Context: an optimization exercise on an open-source flow, tuned for small area, a short achievable clock period and few clock cycles per item. The choices shown serve that exercise and are no tape-out recipe.
Where RTL was checked, it was by simulation tests only, not by an equivalence proof against the original.
The clock port is modelled as an ideal driver, which makes a skipped or thinned clock tree look cheaper than it is; a real chip needs a root buffer or a tree.
Power and IR drop assume default switching activity.

==> module ptc_builder, before the edit <==
module ptc_builder (
    input  wire        clk,
    input  wire        rst,
    input  wire        start,
    output wire        start_ready,
    input  wire [7:0]  cfg_dtype,
    input  wire [31:0] cfg_total,
    input  wire [15:0] cfg_cyl,
    input  wire [7:0]  cfg_heads,
    input  wire [7:0]  cfg_sect,
    input  wire [7:0]  cfg_ilv,
    input  wire [31:0] cfg_nfull,
    output wire [7:0]  rsvd_addr,
    input  wire [7:0]  rsvd_data,
    output wire        out_valid,
    input  wire        out_ready,
    output wire [7:0]  out_data,
    output wire        res_valid,
    output wire        res_refused,
    output wire        res_warn
);
    reg        scan;         
    reg        srdy;         
    reg        pend;         
    reg        act;          
    reg        rw;           
    reg        ov;           
    reg        rv;           
    reg        rref;         
    reg        rwarn;        
    reg  [7:0] od;           
    reg  [8:0] p;            
    reg [15:0] romx;         
    reg  [7:0] dtype;
    reg [23:0] total;
    reg [15:0] cyl;
    reg  [7:0] heads;
    reg  [7:0] sect;
    reg  [7:0] ilv;
    reg  [3:0] n4;           
    reg        big;          
    reg        wtop;         
    assign start_ready = srdy;
    assign out_valid   = ov;
    assign out_data    = od;
    assign res_valid   = rv;
    assign res_refused = rref;
    assign res_warn    = rwarn;
    wire [8:0] laddr = {p[1], p[8:2], p[0]};
    wire [7:0] off   = laddr[7:0];
    assign rsvd_addr = off;
    wire nz   = big | (n4 != 4'd0);          
    wire warn = wtop | (total[15:0] != 16'd0) | (total[19:16] != n4);
    wire rsvd_off = (off == 8'h08) | (off == 8'h0F) | (off == 8'h10) | (off >= 8'h15);
    wire [3:0] nm1 = n4 - 4'd1;
    wire [7:0] kx0 = big ? 8'hA0
                   : {4'h5, n4[0] ? n4 : {~n4[2] & ~n4[1], ~n4[1], 2'b10}};
    wire [7:0] kx1 = big ? 8'hB9
                   : {1'b0, ~(n4 == 4'd1 || n4 == 4'd3), 2'b00, nm1 ^ 4'h6};
    wire [15:0] kx = {kx1, kx0};
    wire [7:0] cks0 = romx[7:0]  ^ kx[7:0]  ^ dtype ^ total[15:8] ^ cyl[15:8] ^ sect;
    wire [7:0] cks1 = romx[15:8] ^ kx[15:8] ^ total[7:0] ^ total[23:16] ^ cyl[7:0]
                    ^ heads ^ ilv;
    wire [3:0] ei = laddr[7:4];              
    wire [3:0] eb = laddr[3:0];              
    wire i_lt = big | (ei < n4);             
    wire i_eq = ~big & (ei == n4);           
    wire i_le = i_lt | i_eq;
    wire [3:0] eim1 = ei - 4'd1;
    wire [3:0] eip1 = ei + 4'd1;
    reg [7:0] hbyte, ebyte;
    always @(*) begin
        case (off)
            8'h00, 8'h01: hbyte = 8'hAE;
            8'h02:        hbyte = cks0;
            8'h03:        hbyte = cks1;
            8'h04:        hbyte = dtype;
            8'h05:        hbyte = total[7:0];
            8'h06:        hbyte = total[15:8];
            8'h07:        hbyte = total[23:16];
            8'h09:        hbyte = cyl[7:0];
            8'h0A:        hbyte = cyl[15:8];
            8'h0B:        hbyte = heads;
            8'h0C:        hbyte = sect;
            8'h0D:        hbyte = ilv;
            8'h11, 8'h12, 8'h13, 8'h14: hbyte = 8'hFF;
            default:      hbyte = 8'h00;
        endcase
        case (eb)
            4'd0: ebyte = !i_le ? 8'h00 : (ei == 4'd0) ? 8'h01 : (ei == 4'd1) ? 8'h00
                        : {4'hF, 4'd1 - ei};                
            4'd1: ebyte = (i_le && ei >= 4'd2) ? 8'hFF : 8'h00;
            4'd2: ebyte = !i_le ? {4'd0, n4} : (ei == 4'd0) ? 8'h00 : (ei == 4'd1) ? 8'h01
                        : {4'd0, eim1};
            4'd3: ebyte = i_lt ? 8'hFF : i_eq ? {4'd0, nm1} : 8'h00;
            4'd4: ebyte = i_lt ? 8'hFF : 8'h00;
            4'd5: ebyte = (ei < 4'd4 && (ei == 4'd0 || i_lt)) ? 8'h40 : 8'h00;
            4'd6: ebyte = 8'hC1;
            4'd7: ebyte = 8'hC5;
            4'd8: ebyte = (ei < 4'd9) ? {4'hB, eip1} : 8'hB1;
            4'd9: ebyte = (ei < 4'd9) ? 8'hA0 : {4'hB, ei - 4'd9};
            default: ebyte = 8'hA0;
        endcase
    end
    wire       use_rom = ~laddr[8] & rsvd_off;
    wire [7:0] lbyte   = laddr[8] ? ebyte : hbyte;
    wire [7:0] nbyte   = use_rom ? rsvd_data : lbyte;
    wire idle_out = ~act & ~ov;
    wire begin_b  = pend & nz & idle_out;    
    wire refuse   = pend & ~nz & idle_out;   
    wire spec     = (act & ~rw) | begin_b;
    wire load     = (act & ~rw & (~ov | out_ready)) | begin_b;
    wire fail     = act & ~rw & ov & ~out_ready;
    wire plast    = (p == 9'd511);
    wire take     = start & srdy;
    wire pend_n = take | (pend & ~begin_b & ~refuse);
    wire act_n  = load ? ~plast : act;
    always @(posedge clk) begin
        if (rst) begin
            scan  <= 1'b1;
            srdy  <= 1'b0;
            pend  <= 1'b0;
            act   <= 1'b0;
            rw    <= 1'b0;
            ov    <= 1'b0;
            rv    <= 1'b0;
            p     <= 9'd0;
            romx  <= 16'd0;
        end else begin
            rv   <= (ov & ~act & out_ready) | refuse;   
            pend <= pend_n;
            act  <= act_n;
            rw   <= fail;
            srdy <= ~scan & ~pend_n & ~act_n;
            if (scan) begin
                if (rsvd_off) begin
                    if (p[0]) romx[15:8] <= romx[15:8] ^ rsvd_data;
                    else      romx[7:0]  <= romx[7:0]  ^ rsvd_data;
                end
                p <= p + {7'd0, p[0], 1'b1};
                if (off == 8'hFF) scan <= 1'b0;
            end else if (rw) begin
                p <= p - 9'd1;
            end else if (spec) begin
                p <= p + 9'd1;
            end
            if (load)
                ov <= 1'b1;
            else if (out_ready)
                ov <= 1'b0;
        end
    end
    always @(posedge clk) begin
        if (load)
            od <= nbyte;
        if (srdy) begin
            dtype <= cfg_dtype;
            total <= cfg_total[23:0];
            cyl   <= cfg_cyl;
            heads <= cfg_heads;
            sect  <= cfg_sect;
            ilv   <= cfg_ilv;
            n4    <= cfg_nfull[3:0];
            big   <= (cfg_nfull[31:4] != 28'd0);
            wtop  <= (cfg_total[31:20] != cfg_nfull[15:4]) | (cfg_nfull[31:16] != 16'd0);
        end else if (!(pend && ov)) begin
            rref  <= ~nz;
            rwarn <= warn;
        end
    end
endmodule
Settings: LEC_CHECK=0, CAP_MARGIN=20, CORE_MARGIN=2, CORE_UTILIZATION=55, PLACE_DENSITY=0.7, SLEW_MARGIN=65; clock period 10.0 ns.
standard.sh (not shown) runs the stock make flow with config.mk's settings and CLKGATE_MAP_FILE= SYNTH_SCRIPT=/design/flow/synth_recipe.tcl, a recipe that flattens the netlist after the stock synthesis.
==> flow/flow/run.sh <==
#!/bin/bash
set -euo pipefail
here=$(cd "$(dirname "$0")" && pwd)
bufs="BUFFER_PORTS_ARGS=-buffer_cell sky130_fd_sc_hd__buf_1"
res=orfs/results/sky130hd/ptc_builder/base
bash standard.sh "$bufs" "PRE_CTS_TCL=$here/clock_tree.tcl" finish > make_finish.log 2>&1
PLATFORM_DIR="$FLOW_HOME/platforms/sky130hd" RES="$res" \
  openroad -no_init -exit "$here/clock_slew.tcl" > clock_slew.log 2>&1
slew=$(awk '/^CLKSLEW_PS/ {print $2}' clock_slew.log)
echo "one-level clock tree: clock-pin slew ${slew:-unknown} ps"
if [[ -z "$slew" ]] || awk -v s="$slew" 'BEGIN { exit !(s > 120) }'; then
  echo "redoing the layout from placement with ORFS's clock tree"
  cp -r orfs/logs logs_onelevel
  bash standard.sh "$bufs" clean_cts clean_route clean_finish > make_clean.log 2>&1
  bash standard.sh "$bufs" finish > make_finish_tritoncts.log 2>&1
fi
Other scripts of this flow, unchanged in this note and not shown: flow/flow/clock_slew.tcl, flow/flow/clock_tree.tcl
Next try:
--- a/flow/design.v
+++ b/flow/design.v
@@ -21,12 +21,12 @@
 );
     reg        scan;         
     reg        srdy;         
     reg        pend;         
     reg        act;          
-    reg        rw;           
     reg        ov;           
+    reg        lastb;        
     reg        rv;           
     reg        rref;         
     reg        rwarn;        
     reg  [7:0] od;           
     reg  [8:0] p;            
@@ -36,23 +36,25 @@
     reg [15:0] cyl;
     reg  [7:0] heads;
     reg  [7:0] sect;
     reg  [7:0] ilv;
     reg  [3:0] n4;           
-    reg        big;          
+    reg        nhi;          
+    reg        nmid;         
     reg        wtop;         
     assign start_ready = srdy;
     assign out_valid   = ov;
     assign out_data    = od;
     assign res_valid   = rv;
     assign res_refused = rref;
     assign res_warn    = rwarn;
     wire [8:0] laddr = {p[1], p[8:2], p[0]};
     wire [7:0] off   = laddr[7:0];
     assign rsvd_addr = off;
+    wire big  = nhi | nmid;                  
     wire nz   = big | (n4 != 4'd0);          
-    wire warn = wtop | (total[15:0] != 16'd0) | (total[19:16] != n4);
+    wire warn = wtop | nhi | (total[15:0] != 16'd0) | (total[19:16] != n4);
     wire rsvd_off = (off == 8'h08) | (off == 8'h0F) | (off == 8'h10) | (off >= 8'h15);
     wire [3:0] nm1 = n4 - 4'd1;
     wire [7:0] kx0 = big ? 8'hA0
                    : {4'h5, n4[0] ? n4 : {~n4[2] & ~n4[1], ~n4[1], 2'b10}};
     wire [7:0] kx1 = big ? 8'hB9
@@ -106,65 +108,62 @@
     wire [7:0] lbyte   = laddr[8] ? ebyte : hbyte;
     wire [7:0] nbyte   = use_rom ? rsvd_data : lbyte;
     wire idle_out = ~act & ~ov;
     wire begin_b  = pend & nz & idle_out;    
     wire refuse   = pend & ~nz & idle_out;   
-    wire spec     = (act & ~rw) | begin_b;
-    wire load     = (act & ~rw & (~ov | out_ready)) | begin_b;
-    wire fail     = act & ~rw & ov & ~out_ready;
+    wire load     = (act & (~ov | out_ready)) | begin_b;
     wire plast    = (p == 9'd511);
     wire take     = start & srdy;
     wire pend_n = take | (pend & ~begin_b & ~refuse);
     wire act_n  = load ? ~plast : act;
     always @(posedge clk) begin
         if (rst) begin
             scan  <= 1'b1;
             srdy  <= 1'b0;
             pend  <= 1'b0;
             act   <= 1'b0;
-            rw    <= 1'b0;
             ov    <= 1'b0;
             rv    <= 1'b0;
             p     <= 9'd0;
             romx  <= 16'd0;
         end else begin
-            rv   <= (ov & ~act & out_ready) | refuse;   
+            rv   <= (ov & out_ready & lastb) | refuse;
             pend <= pend_n;
             act  <= act_n;
-            rw   <= fail;
             srdy <= ~scan & ~pend_n & ~act_n;
             if (scan) begin
                 if (rsvd_off) begin
                     if (p[0]) romx[15:8] <= romx[15:8] ^ rsvd_data;
                     else      romx[7:0]  <= romx[7:0]  ^ rsvd_data;
                 end
                 p <= p + {7'd0, p[0], 1'b1};
                 if (off == 8'hFF) scan <= 1'b0;
-            end else if (rw) begin
-                p <= p - 9'd1;
-            end else if (spec) begin
+            end else if (load) begin
                 p <= p + 9'd1;
             end
             if (load)
                 ov <= 1'b1;
             else if (out_ready)
                 ov <= 1'b0;
         end
     end
     always @(posedge clk) begin
-        if (load)
-            od <= nbyte;
+        if (load) begin
+            od    <= nbyte;
+            lastb <= plast;
+        end
         if (srdy) begin
             dtype <= cfg_dtype;
             total <= cfg_total[23:0];
             cyl   <= cfg_cyl;
             heads <= cfg_heads;
             sect  <= cfg_sect;
             ilv   <= cfg_ilv;
             n4    <= cfg_nfull[3:0];
-            big   <= (cfg_nfull[31:4] != 28'd0);
-            wtop  <= (cfg_total[31:20] != cfg_nfull[15:4]) | (cfg_nfull[31:16] != 16'd0);
+            nhi   <= (cfg_nfull[31:16] != 16'd0);
+            nmid  <= (cfg_nfull[15:4] != 12'd0);
+            wtop  <= (cfg_total[31:20] != cfg_nfull[15:4]);
         end else if (!(pend && ov)) begin
             rref  <= ~nz;
             rwarn <= warn;
         end
     end
After rerunning: The changed run produced a clean layout. Worst setup slack gets worse by 0.033 ns. Final area falls by a few percent. Final cell count falls by a few percent. Hold slack gets worse by 0.0040 ns. Wire length went down by roughly a tenth. Flip-flop and latch count climbs by 1. Combinational power fell by roughly a tenth. Total power fell slightly. First-iteration DRC count rises by well over a third. Fmax fell slightly. Sequential power climbs slightly.
Testbench counts after the change, summed over its fixed seeds: cycles 100,560, builds 192.
Function not checked in the first run of this note: the RTL went through the layout flow alone. No run of this note takes its clock network from TritonCTS; it comes from the design's own scripts or RTL.

---

The RTL this note starts from:
==> flow/design.v <==
module ptc_builder (
    input  wire        clk,
    input  wire        rst,
    input  wire        start,
    output wire        start_ready,
    input  wire [7:0]  cfg_dtype,
    input  wire [31:0] cfg_total,
    input  wire [15:0] cfg_cyl,
    input  wire [7:0]  cfg_heads,
    input  wire [7:0]  cfg_sect,
    input  wire [7:0]  cfg_ilv,
    input  wire [31:0] cfg_nfull,
    output wire [7:0]  rsvd_addr,
    input  wire [7:0]  rsvd_data,
    output wire        out_valid,
    input  wire        out_ready,
    output wire [7:0]  out_data,
    output wire        res_valid,
    output wire        res_refused,
    output wire        res_warn
);
    reg        scan;         
    reg        srdy;         
    reg  [7:0] ra;           
    reg        pend;         
    reg        act;          
    reg        ov;           
    reg        rv;           
    reg        rref;         
    reg        rwarn;        
    reg  [7:0] od;           
    reg  [8:0] p;            
    reg [15:0] romx;         
    reg  [7:0] dtype;
    reg [23:0] total;
    reg [15:0] cyl;
    reg  [7:0] heads;
    reg  [7:0] sect;
    reg  [7:0] ilv;
    reg  [3:0] n4;           
    reg        nhi;          
    reg        nmid;         
    reg        wtop;         
    assign start_ready = srdy;
    assign out_valid   = ov;
    assign out_data    = od;
    assign res_valid   = rv;
    assign res_refused = rref;
    assign res_warn    = rwarn;
    wire [8:0] laddr = {p[1], p[8:2], p[0]};
    wire [7:0] off   = laddr[7:0];
    assign rsvd_addr = ra;
    wire big  = nhi | nmid;                  
    wire nz   = big | (n4 != 4'd0);          
    wire warn = wtop | nhi | (total[15:0] != 16'd0) | (total[19:16] != n4);
    wire rsvd_off = (off == 8'h08) | (off == 8'h0F) | (off == 8'h10) | (off >= 8'h15);
    wire [3:0] nm1 = n4 - 4'd1;
    wire [7:0] kx0 = big ? 8'hA0
                   : {4'h5, n4[0] ? n4 : {~n4[2] & ~n4[1], ~n4[1], 2'b10}};
    wire [7:0] kx1 = big ? 8'hB9
                   : {1'b0, ~(n4 == 4'd1 || n4 == 4'd3), 2'b00, nm1 ^ 4'h6};
    wire [15:0] kx = {kx1, kx0};
    wire [7:0] cks0 = romx[7:0]  ^ kx[7:0]  ^ dtype ^ total[15:8] ^ cyl[15:8] ^ sect;
    wire [7:0] cks1 = romx[15:8] ^ kx[15:8] ^ total[7:0] ^ total[23:16] ^ cyl[7:0]
                    ^ heads ^ ilv;
    wire [3:0] ei = laddr[7:4];              
    wire [3:0] eb = laddr[3:0];              
    wire i_lt = big | (ei < n4);             
    wire i_eq = ~big & (ei == n4);           
    wire i_le = i_lt | i_eq;
    wire [3:0] eim1 = ei - 4'd1;
    wire [3:0] eip1 = ei + 4'd1;
    reg [7:0] hbyte, ebyte;
    always @(*) begin
        case (off)
            8'h00, 8'h01: hbyte = 8'hAE;
            8'h02:        hbyte = cks0;
            8'h03:        hbyte = cks1;
            8'h04:        hbyte = dtype;
            8'h05:        hbyte = total[7:0];
            8'h06:        hbyte = total[15:8];
            8'h07:        hbyte = total[23:16];
            8'h09:        hbyte = cyl[7:0];
            8'h0A:        hbyte = cyl[15:8];
            8'h0B:        hbyte = heads;
            8'h0C:        hbyte = sect;
            8'h0D:        hbyte = ilv;
            8'h11, 8'h12, 8'h13, 8'h14: hbyte = 8'hFF;
            default:      hbyte = 8'h00;
        endcase
        case (eb)
            4'd0: ebyte = !i_le ? 8'h00 : (ei == 4'd0) ? 8'h01 : (ei == 4'd1) ? 8'h00
                        : {4'hF, 4'd1 - ei};                
            4'd1: ebyte = (i_le && ei >= 4'd2) ? 8'hFF : 8'h00;
            4'd2: ebyte = !i_le ? {4'd0, n4} : (ei == 4'd0) ? 8'h00 : (ei == 4'd1) ? 8'h01
                        : {4'd0, eim1};
            4'd3: ebyte = i_lt ? 8'hFF : i_eq ? {4'd0, nm1} : 8'h00;
            4'd4: ebyte = i_lt ? 8'hFF : 8'h00;
            4'd5: ebyte = (ei < 4'd4 && (ei == 4'd0 || i_lt)) ? 8'h40 : 8'h00;
            4'd6: ebyte = 8'hC1;
            4'd7: ebyte = 8'hC5;
            4'd8: ebyte = (ei < 4'd9) ? {4'hB, eip1} : 8'hB1;
            4'd9: ebyte = (ei < 4'd9) ? 8'hA0 : {4'hB, ei - 4'd9};
            default: ebyte = 8'hA0;
        endcase
    end
    wire       use_rom = ~laddr[8] & rsvd_off;
    wire [7:0] lbyte   = laddr[8] ? ebyte : hbyte;
    wire [7:0] nbyte   = use_rom ? rsvd_data : lbyte;
    wire idle_out = ~act & ~ov;
    wire begin_b  = pend & nz & idle_out;    
    wire refuse   = pend & ~nz & idle_out;   
    wire load     = (act & (~ov | out_ready)) | begin_b;
    wire plast    = (p == 9'd511);
    wire take     = start & srdy;
    wire cfg_en   = ~scan & ~pend & ~act;
    wire pend_n = take | (pend & ~begin_b & ~refuse);
    wire act_n  = load ? ~plast : act;
    always @(posedge clk) begin
        if (rst) begin
            scan  <= 1'b1;
            srdy  <= 1'b0;
            ra    <= 8'd0;
            pend  <= 1'b0;
            act   <= 1'b0;
            ov    <= 1'b0;
            rv    <= 1'b0;
            p     <= 9'd0;
            romx  <= 16'd0;
        end else begin
            rv   <= (ov & ~act & out_ready) | refuse;    
            pend <= pend_n;
            act  <= act_n;
            srdy <= ~scan & ~pend_n & ~act_n;
            if (scan) begin
                if (rsvd_off) begin
                    if (p[0]) romx[15:8] <= romx[15:8] ^ rsvd_data;
                    else      romx[7:0]  <= romx[7:0]  ^ rsvd_data;
                end
                p <= p + {7'd0, p[0], 1'b1};
                ra <= ra + 8'd1;
                if (off == 8'hFF) scan <= 1'b0;
            end else if (load) begin
                p <= p + 9'd1;
                ra <= {ra[7:1] + {6'd0, ra[0] & p[1]}, ~ra[0]};
            end
            if (load)
                ov <= 1'b1;
            else if (out_ready)
                ov <= 1'b0;
        end
    end
    always @(posedge clk) begin
        if (load)
            od <= nbyte;
        if (cfg_en) begin
            dtype <= cfg_dtype;
            total <= cfg_total[23:0];
            cyl   <= cfg_cyl;
            heads <= cfg_heads;
            sect  <= cfg_sect;
            ilv   <= cfg_ilv;
            n4    <= cfg_nfull[3:0];
            nhi   <= (cfg_nfull[31:16] != 16'd0);
            nmid  <= (cfg_nfull[15:4] != 12'd0);
            wtop  <= (cfg_total[31:20] != cfg_nfull[15:4]);
        end else if (!(pend && ov)) begin
            rref  <= ~nz;
            rwarn <= warn;
        end
    end
endmodule
clock: 10.0 ns
lec_check: 0
cap_margin: 20
core_margin: 2
core_utilization: 40
place_density: 0.6
slew_margin: 65
==> flow/flow/run.sh <==
#!/bin/bash
# The standard layout (the standard.sh, unchanged synthesis and steps),
# with one change: the port buffers that global placement inserts on every
# input and output are sky130_fd_sc_hd__buf_1 cells instead of the cell
# buffer_ports picks by itself (clkdlybuf4s50_1, a slow delay buffer).
set -euo pipefail
bash standard.sh "BUFFER_PORTS_ARGS=-buffer_cell sky130_fd_sc_hd__buf_1" finish > make_finish.log 2>&1
Rerun with:
--- a/flow/design.v
+++ b/flow/design.v
@@ -20,12 +20,15 @@
     output wire        res_warn
 );
     reg        scan;         
     reg        srdy;         
+    reg        srdy_o;       
+    reg        ov_o;         
     reg  [7:0] ra;           
     reg        pend;         
     reg        act;          
     reg        ov;           
+    reg        lastb;        
     reg        rv;           
     reg        rref;         
     reg        rwarn;        
     reg  [7:0] od;           
@@ -40,10 +43,10 @@
     reg  [3:0] n4;           
     reg        nhi;          
     reg        nmid;         
     reg        wtop;         
-    assign start_ready = srdy;
-    assign out_valid   = ov;
+    assign start_ready = srdy_o;
+    assign out_valid   = ov_o;
     assign out_data    = od;
     assign res_valid   = rv;
     assign res_refused = rref;
     assign res_warn    = rwarn;
@@ -62,13 +65,21 @@
     wire [15:0] kx = {kx1, kx0};
     wire [7:0] cks0 = romx[7:0]  ^ kx[7:0]  ^ dtype ^ total[15:8] ^ cyl[15:8] ^ sect;
     wire [7:0] cks1 = romx[15:8] ^ kx[15:8] ^ total[7:0] ^ total[23:16] ^ cyl[7:0]
                     ^ heads ^ ilv;
-    wire [3:0] ei = laddr[7:4];              
+    reg [3:0] ei;
+    reg i_lt, i_eq, i_le, i_0, i_1, i_f40, i_lt9;
+    always @(posedge clk) begin
+        ei    <= p[8:5];
+        i_lt  <= big | (p[8:5] < n4);        
+        i_eq  <= ~big & (p[8:5] == n4);      
+        i_le  <= big | (p[8:5] <= n4);
+        i_0   <= (p[8:5] == 4'd0);
+        i_1   <= (p[8:5] == 4'd1);
+        i_f40 <= (p[8:5] < 4'd4) && (p[8:5] == 4'd0 || big || p[8:5] < n4);
+        i_lt9 <= (p[8:5] < 4'd9);
+    end
     wire [3:0] eb = laddr[3:0];              
-    wire i_lt = big | (ei < n4);             
-    wire i_eq = ~big & (ei == n4);           
-    wire i_le = i_lt | i_eq;
     wire [3:0] eim1 = ei - 4'd1;
     wire [3:0] eip1 = ei + 4'd1;
     reg [7:0] hbyte, ebyte;
     always @(*) begin
@@ -88,20 +99,20 @@
             8'h11, 8'h12, 8'h13, 8'h14: hbyte = 8'hFF;
             default:      hbyte = 8'h00;
         endcase
         case (eb)
-            4'd0: ebyte = !i_le ? 8'h00 : (ei == 4'd0) ? 8'h01 : (ei == 4'd1) ? 8'h00
+            4'd0: ebyte = !i_le ? 8'h00 : i_0 ? 8'h01 : i_1 ? 8'h00
                         : {4'hF, 4'd1 - ei};                
-            4'd1: ebyte = (i_le && ei >= 4'd2) ? 8'hFF : 8'h00;
-            4'd2: ebyte = !i_le ? {4'd0, n4} : (ei == 4'd0) ? 8'h00 : (ei == 4'd1) ? 8'h01
+            4'd1: ebyte = (i_le && !i_0 && !i_1) ? 8'hFF : 8'h00;
+            4'd2: ebyte = !i_le ? {4'd0, n4} : i_0 ? 8'h00 : i_1 ? 8'h01
                         : {4'd0, eim1};
             4'd3: ebyte = i_lt ? 8'hFF : i_eq ? {4'd0, nm1} : 8'h00;
             4'd4: ebyte = i_lt ? 8'hFF : 8'h00;
-            4'd5: ebyte = (ei < 4'd4 && (ei == 4'd0 || i_lt)) ? 8'h40 : 8'h00;
+            4'd5: ebyte = i_f40 ? 8'h40 : 8'h00;
             4'd6: ebyte = 8'hC1;
             4'd7: ebyte = 8'hC5;
-            4'd8: ebyte = (ei < 4'd9) ? {4'hB, eip1} : 8'hB1;
-            4'd9: ebyte = (ei < 4'd9) ? 8'hA0 : {4'hB, ei - 4'd9};
+            4'd8: ebyte = i_lt9 ? {4'hB, eip1} : 8'hB1;
+            4'd9: ebyte = i_lt9 ? 8'hA0 : {4'hB, ei - 4'd9};
             default: ebyte = 8'hA0;
         endcase
     end
     wire       use_rom = ~laddr[8] & rsvd_off;
@@ -112,27 +123,29 @@
     wire refuse   = pend & ~nz & idle_out;   
     wire load     = (act & (~ov | out_ready)) | begin_b;
     wire plast    = (p == 9'd511);
     wire take     = start & srdy;
-    wire cfg_en   = ~scan & ~pend & ~act;
     wire pend_n = take | (pend & ~begin_b & ~refuse);
     wire act_n  = load ? ~plast : act;
     always @(posedge clk) begin
         if (rst) begin
             scan  <= 1'b1;
             srdy  <= 1'b0;
+            srdy_o <= 1'b0;
+            ov_o  <= 1'b0;
             ra    <= 8'd0;
             pend  <= 1'b0;
             act   <= 1'b0;
             ov    <= 1'b0;
             rv    <= 1'b0;
             p     <= 9'd0;
             romx  <= 16'd0;
         end else begin
-            rv   <= (ov & ~act & out_ready) | refuse;    
+            rv   <= (ov & out_ready & lastb) | refuse;
             pend <= pend_n;
             act  <= act_n;
             srdy <= ~scan & ~pend_n & ~act_n;
+            srdy_o <= ~scan & ~act_n & ~(start & srdy_o | (pend & ~begin_b & ~refuse));
             if (scan) begin
                 if (rsvd_off) begin
                     if (p[0]) romx[15:8] <= romx[15:8] ^ rsvd_data;
                     else      romx[7:0]  <= romx[7:0]  ^ rsvd_data;
@@ -143,18 +156,18 @@
             end else if (load) begin
                 p <= p + 9'd1;
                 ra <= {ra[7:1] + {6'd0, ra[0] & p[1]}, ~ra[0]};
             end
-            if (load)
-                ov <= 1'b1;
-            else if (out_ready)
-                ov <= 1'b0;
+            ov   <= load | (ov & ~out_ready);
+            ov_o <= load | (ov_o & ~out_ready);
         end
     end
     always @(posedge clk) begin
-        if (load)
-            od <= nbyte;
-        if (cfg_en) begin
+        if (load) begin
+            od    <= nbyte;
+            lastb <= plast;
+        end
+        if (srdy) begin
             dtype <= cfg_dtype;
             total <= cfg_total[23:0];
             cyl   <= cfg_cyl;
             heads <= cfg_heads;
Outcome: Register-to-register slack gains 0.19 ns. Worst setup slack gains 0.085 ns. Sequential power increases by about 9%. Via count increases by 9.3%. Core utilization decreases by 0.48 points. Routed wire length increases by about 10%. Clock skew stays flat. Count of clock-buffer cells in the layout increases by 1. Cell area increases by 8.4%. Combinational power increases by 27%. Synthesized cell count increases by about 10%.
No run of this note included a check of the RTL's function; only the layout flow was run.

afterwards: timing with drivers on the ports:
In the flow no input, the clock included, has a driving cell. The finished layouts below were timed again as built, in two steps. Step 1 sets driving cells, clkbuf_16 on the clock port and buf_2 on the other inputs (assumed; they add their load-dependent delay and slew). Step 2, shift: input delay + t, output delay - t, t = (earliest + latest rising clock arrival at the registers) / 2. This alone moves slack from input paths to output paths. a / b / c = ideal / step 1 / step 2; a / b = the first two.
run	t, ns	slack for setup (ns)	slew at the worst register clock pin (ns)	pins driven straight from the clock port
the first run of note 1	0.262	6.833 / 6.801 / 6.833	0.12 / 0.12	4
the second run of note 1	0.260	6.799 / 6.809 / 6.608	0.12 / 0.12	4
the first run of note 2	0.459	6.838 / 6.838 / 6.630	0.06 / 0.06	1
the second run of note 2	0.477	6.922 / 6.884 / 6.458	0.06 / 0.06	1
After both steps every run listed still meets setup and hold. For the second run of note 2, which loses most, drivers alone change the setup slack by -0.038 ns; drivers and shift together by -0.464 ns.
